Background: an optimization exercise with open tools, aiming at small area, a short achievable clock period and few clock cycles per item. Do not read the settings as production practice.
In this exercise RTL edits were held to simulation tests only and were not proved equivalent to the original.
Power is estimated from default activity; no workload was simulated.

==> v7 <==
==> flow/design.v (excerpt) <==
module cdh26_hill (
    input             clk,
    input             rst,
    input             cmd_valid,
    output reg        cmd_ready,
    input      [1:0]  cmd_op,
    input      [15:0] cmd_len,
    input      [31:0] k00,
    input      [31:0] k01,
    input      [31:0] k10,
    input      [31:0] k11,
    input             in_valid,
    output reg        in_ready,
    input      [7:0]  in_data,
    output reg        out_valid,
    output     [7:0]  out_data,
    output reg        done,
    output reg [1:0]  err,
    output     [15:0] olen,
    output reg [63:0] det,
    output reg [4:0]  detm,
    output reg [4:0]  dinv,
    output     [4:0]  ki00,
    output     [4:0]  ki01,
    output     [4:0]  ki10,
    output     [4:0]  ki11,
    output reg        kiv
);
export LEC_CHECK = 0
export CAP_MARGIN = 20
export CORE_MARGIN = 2
export CORE_UTILIZATION = 40
export SLEW_MARGIN = 20
create_clock -name core_clock -period 20.0 [get_ports {clk}]
standard.sh (not shown) runs the stock make flow with config.mk's settings and CLKGATE_MAP_FILE= SYNTH_SCRIPT=/design/flow/synth_recipe.tcl, a recipe that flattens the netlist after the stock synthesis.
==> flow/flow/run.sh <==
#!/bin/bash
# The standard synthesis and layout, with two changes to how the layout is
# made (the clock and constraints are the standard flow's own constraint.sdc/config.mk):
#  * ORFS's repair_timing is asked for a larger setup slack than the clock
#    needs, so that it sizes and buffers the paths that set the period the
#    design achieves;
#  * the port buffers that buffer_ports inserts are buf_1 cells (upsized by
#    repair where timing needs it) instead of the default delay-buffer cell.
set -euo pipefail
bash standard.sh synth > synth.log 2>&1
bash standard.sh SETUP_SLACK_MARGIN=14.8 "BUFFER_PORTS_ARGS=-buffer_cell sky130_fd_sc_hd__buf_1" finish > layout.log 2>&1
==> v38: changes against v7 <==
==> flow/run.sh (new file) <==
#!/bin/bash
# synth_recipe.tcl (not shown) runs the flow's synth.tcl, then flattens the netlist and writes it again
# the make line also repeats each setting of config.mk as NAME=value (left out here)
make -C /OpenROAD-flow-scripts/flow DESIGN_CONFIG=/design/flow/config.mk WORK_HOME=/design/flow/orfs CLKGATE_MAP_FILE= SYNTH_SCRIPT=/design/flow/synth_recipe.tcl finish
removed: flow/flow/run.sh
removed: flow/standard.sh
==> impl_metrics.csv <==
group,metric,value,unit
run_status,outcome,"finished clean",
setup_path,path_depth,8,
grt,grt_max_degree,78,
sta,tightest_slew,1.100,ns
pwr,ir_drop,52.81,uV
sta,max_clock_freq,0.1577,GHz
finish,final_cell_count_no_fill,3225,
cts,cts-resized-gates,0,
The numbers above come from v38.

==> impl_metrics.csv <==
group,metric,value,unit
run_status,outcome,"finished clean",
pwr,ir_drop,53.42,uV
finish,final_cell_count_no_fill,3269,
grt,grt_max_degree,116,
sta,max_clock_freq,0.1842,GHz
cts,cts-resized-gates,68,
setup_path,path_depth,7,
The numbers above come from v7.

Testbench counts of v7, summed over its fixed seeds: cycles 21,454, commands 480.
Testbench counts of v38, summed over its fixed seeds: cycles 21,454, commands 480.


==> inputs of run P <==
Another version of the RTL of cdh26_hill (not shown whole).
// cdh26_hill
module cdh26_hill (
    input             clk,
    input             rst,
    input             cmd_valid,
    output reg        cmd_ready,
    input      [1:0]  cmd_op,
    input      [15:0] cmd_len,
    input      [31:0] k00,
    input      [31:0] k01,
    input      [31:0] k10,
    input      [31:0] k11,
    input             in_valid,
    output reg        in_ready,
    input      [7:0]  in_data,
    output reg        out_valid,
    output     [7:0]  out_data,
    output reg        done,
    output reg [1:0]  err,
    output     [15:0] olen,
    output reg [63:0] det,
    output reg [4:0]  detm,
    output reg [4:0]  dinv,
    output     [4:0]  ki00,
    output     [4:0]  ki01,
    output     [4:0]  ki10,
    output     [4:0]  ki11,
    output reg        kiv
);
==> flow/config.mk <==
export PLATFORM = sky130hd
export DESIGN_NAME = cdh26_hill
export DESIGN_NICKNAME = cdh26_hill
export VERILOG_FILES = /design/flow/design.v
export SDC_FILE = /design/flow/constraint.sdc
export NUM_CORES = 4
export LEC_CHECK = 0
export CAP_MARGIN = 20
export CORE_MARGIN = 2
export CORE_UTILIZATION = 40
export CTS_CLUSTER_DIAMETER = 60
export CTS_CLUSTER_SIZE = 30
export SLEW_MARGIN = 20
==> flow/constraint.sdc <==
create_clock -name core_clock -period 20.0 [get_ports {clk}]
set_input_delay 4.0000 -clock core_clock [delete_from_list [all_inputs] [get_ports {clk}]]
set_output_delay 4.0000 -clock core_clock [all_outputs]
set_load 0.01 [all_outputs]
==> flow/flow/run.sh <==
#!/bin/bash
# The standard synthesis and layout, with two changes to how the layout is
# made (the clock and constraints are the standard flow's own constraint.sdc/config.mk):
#  * ORFS's repair_timing is asked for a larger setup slack than the clock
#    needs, so that it sizes and buffers the paths that set the period the
#    design achieves;
#  * the port buffers that buffer_ports inserts are buf_1 cells (upsized by
#    repair where timing needs it) instead of the default delay-buffer cell.
set -euo pipefail
bash standard.sh synth > synth.log 2>&1
bash standard.sh SETUP_SLACK_MARGIN=14.6 "BUFFER_PORTS_ARGS=-buffer_cell sky130_fd_sc_hd__buf_1" finish > layout.log 2>&1
==> run C: changes against run P <==
--- a/flow/design.v
+++ b/flow/design.v
@@ -371,17 +371,16 @@
                         st  <= S_PRE;
                         p   <= 5'd1;
                         f_s <= 1'b1;
                         f_r <= 1'b1;
                     end
                 end
                 S_PRE: begin
                     if (cmd_ready) begin
-                        f_r      <= henc;
                         rem_lo   <= cmd_len[7:0];
                         rem_hi   <= cmd_len[15:8];
                         np_lo    <= 8'd0;
                         np_hi    <= 7'd0;
                         have_v0  <= 1'b0;
                         ph2      <= 1'b0;
                         cpa      <= ~henc;
                         cpk      <= 2'd0;
@@ -390,17 +389,17 @@
                             st       <= S_TXT;
                         end else begin
                             st       <= S_POST;
                         end
                     end else if (!cmd_valid) begin
                         st <= S_IDLE;
                         p  <= 5'd0;
                     end else begin
-                        if (p == (henc ? 5'd6 : 5'd15)) cmd_ready <= 1'b1;
+                        if (p == (henc ? 5'd7 : 5'd15)) cmd_ready <= 1'b1;
                         f_s <= (p <= 5'd15);
                         f_r <= (p <= 5'd7);
                     end
                 end
                 S_POST: begin
                     if (!cpa_busy && !(op == OP_MINV && kbusy)) begin
                         done <= 1'b1;
                         err  <= (op == OP_MINV && !kiv) ? 2'd1 : 2'd0;
==> flow/flow/run.sh (replaced) <==
#!/bin/bash
# The standard synthesis and layout, with two changes to how the layout is
# made (the clock and constraints are the standard flow's own constraint.sdc/config.mk):
#  * ORFS's repair_timing is asked for a larger setup slack than the clock
#    needs, so that it sizes and buffers the paths that set the period the
#    design achieves;
#  * the port buffers that buffer_ports inserts are buf_1 cells (upsized by
#    repair where timing needs it) instead of the default delay-buffer cell.
set -euo pipefail
bash standard.sh synth > synth.log 2>&1
bash standard.sh SETUP_SLACK_MARGIN=14.4 "BUFFER_PORTS_ARGS=-buffer_cell sky130_fd_sc_hd__buf_1" finish > layout.log 2>&1
- CTS_CLUSTER_DIAMETER: 60 -> not set
- CTS_CLUSTER_SIZE: 30 -> not set
==> results.txt <==
	run C	run P
Run status	timing/DRC/antenna clean	timing/DRC/antenna clean
Worst setup path start	k00[30]	k00[28]
Adder-Cell Fraction of Synth Area	0.126	0.123
Buffers excl. clock	302	326
Cell count after placement	2938	3029
Number of CTS-inserted buffers	34	29
Terminus of the critical flop-to-flop path	P1[1]$_SDFF_PP0_	P1[3]$_SDFF_PP0_
Wire length of the first global-routing pass	93900 um	94200 um
Net Sw Frac	0.449	0.448
Portion of the layout cell area used by clock cells	0.0517	0.0453
Area fraction in and, or, nand and nor cells after synthesis	0.151	0.157
Final core utilization	0.457	0.464
Crit path largest cell delay	0.51 ns	0.48 ns
Post-route cell area	21900 um^2	22700 um^2
Number of iterations in the first detailed-routing pass	9	11
Testbench counts of run P, summed over its fixed seeds: cycles 19,372, commands 480.
Testbench counts of run C, summed over its fixed seeds: cycles 19,536, commands 480.

==> what the ideal ports hide <==
Ports are ideal in the flow. The routed layouts listed here were re-timed in OpenROAD. Step 1 sets driving cells, clkbuf_16 on the clock port and buf_2 on the other inputs (assumed; they add their load-dependent delay and slew). Step 2 times the ports against the registers' clock, not the clock port: input delays grow and output delays shrink by t, the midpoint of the rising clock arrivals with the driver on. Three values: ideal, step 1, step 2; two values: the first two.
run	t, ns	setup WS [ns]	worst data-port slew with drivers (ns)	cell pins on the clock port's net
v7	0.601	14.571 / 14.590 / 13.988	0.11	1
v38	0.603	13.659 / 13.668 / 13.065	0.06	1
run P	0.645	14.557 / 14.591 / 13.946	0.07	1
run C	0.591	14.422 / 14.415 / 13.825	0.08	1
After both steps every run listed still meets setup and hold. The setup slack of run P, which loses most, moves by +0.034 ns with the drivers and by -0.611 ns with both steps.
